This design comes from an exercise in tuning for small area on the open sky130 flow, not from production work.
In this exercise RTL edits were held to simulation tests only and were not proved equivalent to the original.
No activity file was given, so power comes from the tool's default toggle rates.

==> run M <==
==> flow/design.v <==
module vsc_cct_unit (
    input  wire [4:0] k,
    input  wire [4:0] ph,
    input  wire [2:0] g,
    output wire       ck,
    output wire       kin,
    output wire       ab,
    output wire       lb
);
    reg [31:0] w;
    always @(*) begin
        case (k)
            5'd1: w = 32'h12b8034;
            5'd2: w = 32'h0a4d3c2;
            5'd3: w = 32'h0570069;
            5'd4: w = 32'h02cc7ee;
            5'd5: w = 32'h016bad3;
            5'd6: w = 32'h00b73cb;
            5'd7: w = 32'h005bf94;
            5'd8: w = 32'h002e139;
            5'd9: w = 32'h00170f8;
            5'd10: w = 32'h000b893;
            5'd11: w = 32'h0005c4f;
            5'd12: w = 32'h0002e29;
            5'd13: w = 32'h0001715;
            5'd14: w = 32'h0000b8b;
            5'd15: w = 32'h00005c5;
            5'd16: w = 32'h00002e3;
            5'd17: w = 32'h0000171;
            5'd18: w = 32'h00000b9;
            5'd19: w = 32'h000005c;
            5'd20: w = 32'h000002e;
            5'd21: w = 32'h0000017;
            5'd22: w = 32'h000000c;
            5'd23: w = 32'h0000006;
            5'd24: w = 32'h0000003;
            default: w = 32'h0;
        endcase
    end
    assign ck  = w[ph];
    wire [31:0] kc = 32'h155ed338;
    assign kin = kc[ph];
    wire [31:0] ac = 32'h4fb645a2;
    assign ab  = ac[k];
    wire [15:0] lc = 16'd1573 << (3'd5 - g);
    assign lb  = lc[k[3:0]];
endmodule
module vsc (
    input  wire        clk,
    input  wire        rst,             
    input  wire        host_wr,
    input  wire [3:0]  host_addr,       
    input  wire [31:0] host_wdata,
    output reg  [31:0] host_rdata,
    output wire        busy,
    output wire        bus_req,
    output reg  [2:0]  bus_op,          
    output wire [6:0]  bus_addr,
    output wire        bus_dir,         
    output wire [7:0]  bus_wdata,
    output wire        bus_nack,        
    input  wire        bus_rsp_valid,
    input  wire        bus_rsp_fail,    
    input  wire [7:0]  bus_rsp_data     
);
    localparam [2:0] B_START = 3'd1, B_RESTART = 3'd2, B_WRITE = 3'd3,
                     B_READ  = 3'd4, B_STOP    = 3'd5;
    localparam [3:0] S_IDLE = 4'd0,  S_REQ  = 4'd1,  S_ABORT = 4'd2,  S_FIN   = 4'd3,
                     S_GLO  = 4'd4,  S_GHI  = 4'd5,  S_NORM  = 4'd6,  S_LSTEP = 4'd7,
                     S_COPYP = 4'd8, S_COPYL = 4'd9, S_HORN  = 4'd10, S_EINIT = 4'd11,
                     S_ESTEP = 4'd12, S_EXTR = 4'd13, S_SHIFT = 4'd14, S_CLR  = 4'd15;
    reg        st_busy, st_done, st_ovr;
    reg [2:0]  st_code;
    reg [31:0] res;
    reg        res_ok;         
    reg [7:0]  cfg;
    reg [3:0]  st;
    reg        wt;             
    reg [2:0]  op;             
    reg [2:0]  pcode;          
    reg [2:0]  sub;
    reg [1:0]  grp;
    reg [7:0]  byt;            
    reg [4:0]  ph;
    reg [4:0]  kreg;
    reg        tc;             
    reg        ok, nz;
    reg        prev;
    reg        cw, cl, cp;
    reg [31:0] ws, lr, pr;
    assign busy     = st_busy;
    assign bus_addr = 7'h10;
    wire is_cfgw = (op == 3'd2) || (op == 3'd6);
    wire is_rdch = (op == 3'd3);
    wire is_cct  = (op == 3'd4);
    wire is_lux  = (op == 3'd5);
    wire cmd_wr = host_wr && (host_addr[3:2] == 2'd0);
    wire accept = cmd_wr && !st_busy;
    always @(*) begin
        case (host_addr[3:2])
            2'd0: host_rdata = 32'd0;
            2'd1: host_rdata = {24'd0, 1'b0, st_code, 1'b0, st_ovr, st_done, st_busy};
            2'd2: host_rdata = res_ok ? res : 32'd0;
            default: host_rdata = {24'd0, cfg};
        endcase
    end
    wire [3:0] w_op  = host_wdata[3:0];
    wire [7:0] w_arg = host_wdata[15:8];
    reg        w_illegal;
    always @(*) begin
        w_illegal = 1'b0;
        if (host_wdata[31:16] != 16'd0 || host_wdata[7:4] != 4'd0)
            w_illegal = 1'b1;
        else if (w_op == 4'd0 || w_op > 4'd6)
            w_illegal = 1'b1;
        else if ((w_op == 4'd1 || w_op == 4'd4 || w_op == 4'd5 || w_op == 4'd6) && w_arg != 8'd0)
            w_illegal = 1'b1;
        else if (w_op == 4'd3 && (w_arg < 8'h08 || w_arg > 8'h0b))
            w_illegal = 1'b1;
    end
    reg step_last;
    always @(*) begin
        bus_op    = B_STOP;
        step_last = 1'b0;
        if (op == 3'd1) begin
            bus_op    = (sub == 3'd0) ? B_START : B_STOP;
            step_last = (sub != 3'd0);
        end else if (is_cfgw) begin
            case (sub)
                3'd0:    bus_op = B_START;
                3'd1:    bus_op = B_WRITE;
                3'd2:    bus_op = B_WRITE;
                default: step_last = 1'b1;
            endcase
        end else begin
            case (sub)
                3'd0:    bus_op = B_START;
                3'd1:    bus_op = B_WRITE;
                3'd2:    bus_op = B_RESTART;
                3'd3:    bus_op = B_READ;
                3'd4:    bus_op = B_READ;
                default: step_last = !is_cct || (grp == 2'd2);
            endcase
        end
        if (st == S_ABORT) bus_op = B_STOP;
    end
    assign bus_req   = (st == S_REQ) || (st == S_ABORT);
    assign bus_dir   = (bus_op == B_RESTART);
    assign bus_nack  = sub[2];
    assign bus_wdata = (is_cct || is_lux) ? {6'b000010, is_lux ? 2'b01 : grp}
                     : (sub == 3'd1 && is_cfgw) ? 8'd0 : byt;
    wire failable = (bus_op == B_START) || (bus_op == B_WRITE) || (bus_op == B_RESTART);
    wire ckb, kinb, ab, lb;
    vsc_cct_unit u_rom (.k(kreg), .ph(ph), .g(cfg[6:4]), .ck(ckb), .kin(kinb), .ab(ab), .lb(lb));
    wire pass  = st[3] || st[2];            
    wire act   = pass && !wt;
    wire ph0   = (ph == 5'd0);
    wire ph31  = (ph == 5'd31);
    wire pend  = act && ph31;
    wire ws0 = ws[0];
    wire l0  = lr[0];
    wire p0  = pr[0];
    wire [4:0] woff = (is_rdch ? 5'd0 : is_lux ? 5'd15 : (grp == 2'd1) ? 5'd13 : 5'd14)
                    + {1'b0, (st == S_GHI), 3'b0};
    wire [4:0] wd   = ph - woff;
    wire       win  = (wd[4:3] == 2'b00);
    wire       bsel = byt[wd[2:0]];
    wire       bw   = win && bsel;
    wire       gws  = !is_cct || (grp == 2'd1);
    wire [5:0] phk = {1'b0, ph} + {1'b0, kreg};
    wire       tap = !phk[5] && ws[kreg];
    wire cwi  = ph0 ? 1'b0 : cw;
    wire sumw = ws0 ^ tap ^ cwi;
    wire cwo  = (ws0 & tap) | (ws0 & cwi) | (tap & cwi);
    wire ltap = ph31 ? (is_cct & l0) : lr[1];   
    wire la   = (st == S_HORN) ? ltap : l0;
    reg  lb_raw;
    always @(*) begin
        case (st)
            S_NORM:           lb_raw = (ph == 5'd25);
            S_LSTEP, S_ESTEP: lb_raw = ckb;
            S_HORN:           lb_raw = (is_lux ? lb : ab) & ws0;
            default:          lb_raw = 1'b0;
        endcase
    end
    wire lsub = (st == S_ESTEP) || ((st == S_NORM || st == S_LSTEP) && grp == 2'd1);
    wire lbb  = lb_raw ^ lsub;
    wire cli  = ph0 ? lsub : cl;
    wire suml = la ^ lbb ^ cli;
    wire clo  = (la & lbb) | (la & cli) | (lbb & cli);
    wire psub = (grp == 2'd2);
    wire pa   = (st == S_GLO && grp == 2'd0) ? 1'b0 : p0;
    wire pbb  = bw ^ psub;
    wire cpi  = ph0 ? psub : cp;
    wire sump = pa ^ pbb ^ cpi;
    wire cpo  = (pa & pbb) | (pa & cpi) | (pbb & cpi);
    wire commit = tc && ok;
    reg ws_in, l_in, p_in;
    always @(*) begin
        ws_in = ws0;
        l_in  = l0;
        p_in  = p0;
        if (act) begin
            case (st)
                S_GLO: begin
                    if (gws) ws_in = bw;
                    if (is_lux) l_in = 1'b0;
                    else if (is_cct && grp == 2'd1) l_in = kinb;
                    if (is_cct) p_in = sump;
                end
                S_GHI: begin
                    if (gws && win) ws_in = bsel;
                    if (is_cct) p_in = sump;
                end
                S_NORM: begin
                    ws_in = prev & !ph0;
                    l_in  = suml;
                end
                S_LSTEP: begin
                    if (commit) begin ws_in = sumw; l_in = suml; end
                end
                S_ESTEP: begin
                    if (commit) begin ws_in = sumw; l_in = suml; end
                end
                S_COPYP: ws_in = p0;
                S_COPYL: begin ws_in = l0; l_in = 1'b0; end
                S_HORN:  l_in = suml;
                S_EINIT: ws_in = !nz && (ok || ph31);
                S_SHIFT: ws_in = tap;
                S_CLR:   ws_in = (pcode == 3'd3);
                default: ;
            endcase
        end
    end
    wire [2:0] k3 = cfg[6:4];
    always @(posedge clk) begin
        ph   <= ph + 5'd1;
        ws   <= {ws_in, ws[31:1]};
        lr   <= {l_in, lr[31:1]};
        pr   <= {p_in, pr[31:1]};
        prev <= ws0;
        cw   <= cwo;
        cl   <= clo;
        cp   <= cpo;
        case (st)
            S_LSTEP, S_ESTEP: begin
                if (pend) begin
                    tc <= !tc;
                    if (tc) kreg <= kreg + 5'd1;
                end
            end
            S_HORN: if (pend) kreg <= kreg + 5'd1;
            S_EXTR: if (act && ph >= 5'd25 && ph <= 5'd29) kreg <= {!l0, kreg[4:1]};
            S_SHIFT: ;
            default: begin kreg <= 5'd0; tc <= 1'b0; end
        endcase
        if (act) begin
            if (st == S_LSTEP && !tc && ph31) ok <= !cwo;
            if (st == S_ESTEP && !tc && ph == 5'd24) ok <= clo && (kreg != 5'd0);
            if (st == S_HORN && ph == 5'd30) ok <= l_in;
            if (st == S_HORN && ph31) nz <= l_in;
            if (st == S_GHI) nz <= (!ph0 && nz) || ((grp == 2'd1) ? ws_in : p_in);
        end
        if (pend) wt <= 1'b0;
        if (rst) begin
            ph      <= 5'd0;
            st      <= S_IDLE;
            st_busy <= 1'b0;
            st_done <= 1'b0;
            st_ovr  <= 1'b0;
            st_code <= 3'd0;
            res_ok  <= 1'b0;
            cfg     <= 8'h00;
        end else begin
            if (cmd_wr && st_busy)
                st_ovr <= 1'b1;
            if (wt && ph31) wt <= 1'b0;
            case (st)
                S_IDLE: if (accept) begin
                    op      <= w_illegal ? 3'd0 : w_op[2:0];
                    pcode   <= w_illegal ? 3'd5 : (w_op == 4'd5 && cfg[6:4] > 3'd5) ? 3'd3 : 3'd0;
                    byt     <= w_arg | ((w_op == 4'd6) ? (cfg | 8'h04) : 8'h00);
                    sub     <= 3'd0;
                    grp     <= 2'd0;
                    st_busy <= 1'b1;
                    st_done <= 1'b0;
                    st_ovr  <= 1'b0;
                    wt      <= 1'b1;
                    st      <= w_illegal ? S_CLR : S_REQ;
                end
                S_REQ: if (bus_rsp_valid) begin
                    wt <= 1'b1;
                    if (bus_rsp_fail && failable) begin
                        st <= S_ABORT;
                    end else if (bus_op == B_READ) begin
                        byt <= bus_rsp_data;
                        sub <= sub + 3'd1;
                        st  <= sub[2] ? S_GHI : S_GLO;
                    end else if (step_last) begin
                        if (is_rdch)                 st <= S_FIN;
                        else if (pcode != 3'd0)      st <= S_CLR;
                        else if (is_lux)             st <= S_HORN;
                        else if (is_cct)             st <= S_COPYL;
                        else                         st <= S_CLR;
                    end else if (bus_op == B_STOP) begin
                        sub <= 3'd0;
                        grp <= grp + 2'd1;
                    end else begin
                        sub <= sub + 3'd1;
                    end
                end
                S_ABORT: if (bus_rsp_valid) begin
                    pcode <= 3'd1;
                    wt    <= 1'b1;
                    st    <= S_CLR;
                end
                S_FIN: if (ph0) begin
                    res     <= ws;
                    res_ok  <= 1'b1;
                    st_code <= pcode;
                    if (is_cfgw && pcode == 3'd0) cfg <= byt;
                    st_busy <= 1'b0;
                    st_done <= 1'b1;
                    st      <= S_IDLE;
                end
                default: if (pend) begin
                    case (st)
                        S_GLO: st <= S_REQ;
                        S_GHI: begin
                            st <= S_REQ;
                            if (is_cct && grp == 2'd1) begin
                                if (nz) st <= S_NORM;
                                else    pcode <= 3'd2;
                            end else if (is_cct && grp == 2'd2 && pcode == 3'd0) begin
                                if (nz && !p_in) st <= S_COPYP;
                                else             pcode <= 3'd4;
                            end
                        end
                        S_COPYP: st <= S_NORM;
                        S_NORM:  if (ws_in) st <= S_LSTEP;
                        S_LSTEP: if (tc && kreg == 5'd24) st <= S_REQ;
                        S_COPYL: st <= is_lux ? S_FIN : S_HORN;
                        S_HORN:  if (kreg == (is_lux ? 5'd15 : 5'd30)) st <= is_lux ? S_COPYL : S_EINIT;
                        S_EINIT: st <= (nz || ok) ? S_FIN : S_ESTEP;
                        S_ESTEP: if (tc && kreg == 5'd24) st <= S_EXTR;
                        S_EXTR:  st <= S_SHIFT;
                        default: st <= S_FIN;           
                    endcase
                end
            endcase
        end
    end
endmodule
==> flow/run.sh <==
#!/bin/bash
# synth_recipe.tcl (not shown) runs the flow's synth.tcl, then flattens the netlist and writes it again
# the make line also repeats each setting of config.mk as NAME=value (left out here)
make -C /OpenROAD-flow-scripts/flow DESIGN_CONFIG=/design/flow/config.mk WORK_HOME=/design/flow/orfs CLKGATE_MAP_FILE= SYNTH_SCRIPT=/design/flow/synth_recipe.tcl finish
==> flow/config.mk <==
export PLATFORM = sky130hd
export DESIGN_NAME = vsc
export DESIGN_NICKNAME = vsc
export VERILOG_FILES = /design/flow/design.v
export SDC_FILE = /design/flow/constraint.sdc
export NUM_CORES = 4
export LEC_CHECK = 0
export CAP_MARGIN = 20
export CORE_MARGIN = 2
export CORE_UTILIZATION = 40
export SLEW_MARGIN = 20
==> flow/constraint.sdc <==
create_clock -name core_clock -period 25.0 [get_ports {clk}]
set_input_delay 5.0000 -clock core_clock [delete_from_list [all_inputs] [get_ports {clk}]]
set_output_delay 5.0000 -clock core_clock [all_outputs]
set_load 0.01 [all_outputs]
==> inputs of run D, as changes to run M <==
--- a/flow/design.v
+++ b/flow/design.v
@@ -7,37 +7,8 @@
     output wire       ab,
     output wire       lb
 );
-    reg [31:0] w;
-    always @(*) begin
-        case (k)
-            5'd1: w = 32'h12b8034;
-            5'd2: w = 32'h0a4d3c2;
-            5'd3: w = 32'h0570069;
-            5'd4: w = 32'h02cc7ee;
-            5'd5: w = 32'h016bad3;
-            5'd6: w = 32'h00b73cb;
-            5'd7: w = 32'h005bf94;
-            5'd8: w = 32'h002e139;
-            5'd9: w = 32'h00170f8;
-            5'd10: w = 32'h000b893;
-            5'd11: w = 32'h0005c4f;
-            5'd12: w = 32'h0002e29;
-            5'd13: w = 32'h0001715;
-            5'd14: w = 32'h0000b8b;
-            5'd15: w = 32'h00005c5;
-            5'd16: w = 32'h00002e3;
-            5'd17: w = 32'h0000171;
-            5'd18: w = 32'h00000b9;
-            5'd19: w = 32'h000005c;
-            5'd20: w = 32'h000002e;
-            5'd21: w = 32'h0000017;
-            5'd22: w = 32'h000000c;
-            5'd23: w = 32'h0000006;
-            5'd24: w = 32'h0000003;
-            default: w = 32'h0;
-        endcase
-    end
-    assign ck  = w[ph];
+    wire [1023:0] ct = 1024'h0000000000000000000000000000000000000000000000000000000000000003000000060000000c000000170000002e0000005c000000b900000171000002e3000005c500000b8b0000171500002e2900005c4f0000b893000170f80002e1390005bf94000b73cb0016bad3002cc7ee0057006900a4d3c2012b803400000000;
+    assign ck  = ct[{k, ph}];
     wire [31:0] kc = 32'h155ed338;
     assign kin = kc[ph];
     wire [31:0] ac = 32'h4fb645a2;
@@ -257,9 +228,9 @@
         if (act) begin
             if (st == S_LSTEP && !tc && ph31) ok <= !cwo;
             if (st == S_ESTEP && !tc && ph == 5'd24) ok <= clo && (kreg != 5'd0);
-            if (st == S_HORN && ph == 5'd30) ok <= l_in;
-            if (st == S_HORN && ph31) nz <= l_in;
-            if (st == S_GHI) nz <= (!ph0 && nz) || ((grp == 2'd1) ? ws_in : p_in);
+            if (st == S_HORN && ph == 5'd30) ok <= suml;
+            if (st == S_HORN && ph31) nz <= suml;
+            if (st == S_GHI) nz <= (!ph0 && nz) || ((grp == 2'd1) ? (win ? bsel : ws0) : sump);
         end
         if (pend) wt <= 1'b0;
         if (rst) begin
@@ -332,12 +303,12 @@
                                 if (nz) st <= S_NORM;
                                 else    pcode <= 3'd2;
                             end else if (is_cct && grp == 2'd2 && pcode == 3'd0) begin
-                                if (nz && !p_in) st <= S_COPYP;
+                                if (nz && !sump) st <= S_COPYP;
                                 else             pcode <= 3'd4;
                             end
                         end
                         S_COPYP: st <= S_NORM;
-                        S_NORM:  if (ws_in) st <= S_LSTEP;
+                        S_NORM:  if (prev) st <= S_LSTEP;
                         S_LSTEP: if (tc && kreg == 5'd24) st <= S_REQ;
                         S_COPYL: st <= is_lux ? S_FIN : S_HORN;
                         S_HORN:  if (kreg == (is_lux ? 5'd15 : 5'd30)) st <= is_lux ? S_COPYL : S_EINIT;
==> flow/flow/run.sh (new file) <==
#!/bin/bash
# Own layout flow: the standard ORFS flow (standard.sh) with these changes to how the
# layout is made:
#  - synthesis is the standard flow's (synth_recipe.tcl, unchanged), except that extract_fa is skipped and
#    Yosys's abc maps the combinational logic with flow/area.abc (area-oriented) instead of
#    ORFS's script (see flow/abc_hook.tcl); the registers are the standard synthesis's;
#  - port buffers use the smallest buffer cell (buf_1) instead of buffer_ports' default pick;
#  - CTS builds the clock tree from clkbuf_8 cells and inserts no dummy loads.
# make's full output goes to standard.log in this folder; each ORFS step also keeps its own
# log under orfs/logs/.
set -euo pipefail
export BUFFER_PORTS_ARGS="-buffer_cell sky130_fd_sc_hd__buf_1"
export CTS_ARGS="-sink_clustering_enable -repair_clock_nets -dont_use_dummy_load -buf_list sky130_fd_sc_hd__clkbuf_8"
export OWN_ABC_SCRIPT="$PWD/flow/area.abc"
cat flow/abc_hook.tcl synth_recipe.tcl > own_synth.tcl
sed 's#/synth_recipe\.tcl#/own_synth.tcl#g' standard.sh > own_standard.sh
grep -q own_synth.tcl own_standard.sh
bash own_standard.sh > standard.log 2>&1
==> flow/flow/abc_hook.tcl (new file) <==
# Two changes to how the standard flow's synthesis (synth_recipe.tcl, otherwise unchanged) maps the
# combinational logic; neither touches the registers, which dfflibmap has already mapped:
#  - extract_fa is skipped, so adders are left as plain gates for abc instead of being
#    mapped to fa/ha cells;
#  - abc runs with this flow's own script (flow/area.abc, an area-oriented mapping) in
#    place of the one ORFS picks.
proc extract_fa {args} {}
proc abc {args} {
  set i [lsearch -exact $args -script]
  if {$i >= 0} { lset args [expr {$i + 1}] $::env(OWN_ABC_SCRIPT) }
  yosys abc {*}$args
}
==> flow/flow/area.abc (new file) <==
strash
dch
amap
==> flow/standard.sh (new file) <==
#!/bin/bash
# synth_recipe.tcl (not shown) runs the flow's synth.tcl, then flattens the netlist and writes it again
# the make line also repeats each setting of config.mk as NAME=value (left out here)
make -C /OpenROAD-flow-scripts/flow DESIGN_CONFIG=/design/flow/config.mk WORK_HOME=/design/flow/orfs CLKGATE_MAP_FILE= SYNTH_SCRIPT=/design/flow/synth_recipe.tcl "${@:-finish}"
removed: flow/run.sh
==> inputs of run X, as changes to run M <==
--- a/flow/design.v
+++ b/flow/design.v
@@ -7,37 +7,8 @@
     output wire       ab,
     output wire       lb
 );
-    reg [31:0] w;
-    always @(*) begin
-        case (k)
-            5'd1: w = 32'h12b8034;
-            5'd2: w = 32'h0a4d3c2;
-            5'd3: w = 32'h0570069;
-            5'd4: w = 32'h02cc7ee;
-            5'd5: w = 32'h016bad3;
-            5'd6: w = 32'h00b73cb;
-            5'd7: w = 32'h005bf94;
-            5'd8: w = 32'h002e139;
-            5'd9: w = 32'h00170f8;
-            5'd10: w = 32'h000b893;
-            5'd11: w = 32'h0005c4f;
-            5'd12: w = 32'h0002e29;
-            5'd13: w = 32'h0001715;
-            5'd14: w = 32'h0000b8b;
-            5'd15: w = 32'h00005c5;
-            5'd16: w = 32'h00002e3;
-            5'd17: w = 32'h0000171;
-            5'd18: w = 32'h00000b9;
-            5'd19: w = 32'h000005c;
-            5'd20: w = 32'h000002e;
-            5'd21: w = 32'h0000017;
-            5'd22: w = 32'h000000c;
-            5'd23: w = 32'h0000006;
-            5'd24: w = 32'h0000003;
-            default: w = 32'h0;
-        endcase
-    end
-    assign ck  = w[ph];
+    wire [1023:0] ct = 1024'h0000000000000000000000000000000000000000000000000000000000000003000000060000000c000000170000002e0000005c000000b900000171000002e3000005c500000b8b0000171500002e2900005c4f0000b893000170f80002e1390005bf94000b73cb0016bad3002cc7ee0057006900a4d3c2012b803400000000;
+    assign ck  = ct[{k, ph}];
     wire [31:0] kc = 32'h155ed338;
     assign kin = kc[ph];
     wire [31:0] ac = 32'h4fb645a2;
@@ -257,9 +228,9 @@
         if (act) begin
             if (st == S_LSTEP && !tc && ph31) ok <= !cwo;
             if (st == S_ESTEP && !tc && ph == 5'd24) ok <= clo && (kreg != 5'd0);
-            if (st == S_HORN && ph == 5'd30) ok <= l_in;
-            if (st == S_HORN && ph31) nz <= l_in;
-            if (st == S_GHI) nz <= (!ph0 && nz) || ((grp == 2'd1) ? ws_in : p_in);
+            if (st == S_HORN && ph == 5'd30) ok <= suml;
+            if (st == S_HORN && ph31) nz <= suml;
+            if (st == S_GHI) nz <= (!ph0 && nz) || ((grp == 2'd1) ? (win ? bsel : ws0) : sump);
         end
         if (pend) wt <= 1'b0;
         if (rst) begin
@@ -332,12 +303,12 @@
                                 if (nz) st <= S_NORM;
                                 else    pcode <= 3'd2;
                             end else if (is_cct && grp == 2'd2 && pcode == 3'd0) begin
-                                if (nz && !p_in) st <= S_COPYP;
+                                if (nz && !sump) st <= S_COPYP;
                                 else             pcode <= 3'd4;
                             end
                         end
                         S_COPYP: st <= S_NORM;
-                        S_NORM:  if (ws_in) st <= S_LSTEP;
+                        S_NORM:  if (prev) st <= S_LSTEP;
                         S_LSTEP: if (tc && kreg == 5'd24) st <= S_REQ;
                         S_COPYL: st <= is_lux ? S_FIN : S_HORN;
                         S_HORN:  if (kreg == (is_lux ? 5'd15 : 5'd30)) st <= is_lux ? S_COPYL : S_EINIT;
==> flow/flow/run.sh (new file) <==
#!/bin/bash
# Own layout flow: the standard ORFS flow (standard.sh) with these changes to how the
# layout is made:
#  - synthesis is the standard flow's (synth_recipe.tcl, unchanged), except that Yosys's abc maps the
#    combinational logic with flow/area.abc (area-oriented) instead of ORFS's script; the
#    registers are untouched by abc, so they are the standard synthesis's;
#  - port buffers use the smallest buffer cell (buf_1) instead of buffer_ports' default pick;
#  - CTS builds the clock tree from clkbuf_8 cells and inserts no dummy loads.
# make's full output goes to standard.log in this folder; each ORFS step also keeps its own
# log under orfs/logs/.
set -euo pipefail
export BUFFER_PORTS_ARGS="-buffer_cell sky130_fd_sc_hd__buf_1"
export CTS_ARGS="-sink_clustering_enable -repair_clock_nets -dont_use_dummy_load -buf_list sky130_fd_sc_hd__clkbuf_8"
export OWN_ABC_SCRIPT="$PWD/flow/area.abc"
cat flow/abc_hook.tcl synth_recipe.tcl > own_synth.tcl
sed 's#/synth_recipe\.tcl#/own_synth.tcl#g' standard.sh > own_standard.sh
grep -q own_synth.tcl own_standard.sh
bash own_standard.sh > standard.log 2>&1
==> flow/flow/abc_hook.tcl (new file) <==
# Yosys's abc, run with this flow's own ABC script (flow/area.abc, an area-oriented mapping)
# in place of the one ORFS picks. Everything else in the synthesis is the standard flow's, unchanged.
proc abc {args} {
  set i [lsearch -exact $args -script]
  if {$i >= 0} { lset args [expr {$i + 1}] $::env(OWN_ABC_SCRIPT) }
  yosys abc {*}$args
}
==> flow/flow/area.abc (new file) <==
strash
dch -f
amap
strash
dch -f
amap
==> flow/standard.sh (new file) <==
#!/bin/bash
# synth_recipe.tcl (not shown) runs the flow's synth.tcl, then flattens the netlist and writes it again
# the make line also repeats each setting of config.mk as NAME=value (left out here)
make -C /OpenROAD-flow-scripts/flow DESIGN_CONFIG=/design/flow/config.mk WORK_HOME=/design/flow/orfs CLKGATE_MAP_FILE= SYNTH_SCRIPT=/design/flow/synth_recipe.tcl "${@:-finish}"
removed: flow/run.sh
==> qor.csv <==
stage,metric,value,unit
outcome,outcome,"complete, no violations",
setup_path,CP arrival,6.81,ns
yosys,number of synthesized register bits,184,
layout,Fill cells,1913,
(the above is from run D)
==> qor.csv <==
stage,metric,value,unit
clock_network,clk root buf,clkbuf_16,
yosys,number of synthesized register bits,209,
layout,Fill cells,2370,
outcome,outcome,"complete, no violations",
(the above is from run M)
==> qor.csv <==
stage,metric,value,unit
outcome,outcome,"complete, no violations",
setup_path,CP arrival,7.12,ns
hold_path,min-delay src,lr[15],
power_and_ir_drop,total power draw,826,uW
(the above is from run X)

-- separate check: timing with driven ports --
The flow's constraints put no driver on any port. The routed layouts listed below were extracted and timed again, unchanged, in two steps.
Step 1 sets driving cells, clkbuf_16 on the clock port and buf_2 on the other inputs (assumed; they add their load-dependent delay and slew).
Step 2, shift: input delay + t, output delay - t, t = (earliest + latest rising clock arrival at the registers) / 2. This alone moves slack from input paths to output paths.
Three values: ideal, step 1, step 2; two values: the first two.
run	t (ns)	slack for setup (ns)	worst register clock-pin slew, ns	worst slew at a driven data input, ns
run M	0.546	13.045 / 13.022 / 13.022	0.07 / 0.07	0.04
run D	0.489	13.190 / 13.168 / 13.168	0.11 / 0.11	0.03
run X	0.479	12.881 / 12.858 / 12.858	0.10 / 0.10	0.03
After both steps every run listed still meets setup and hold.
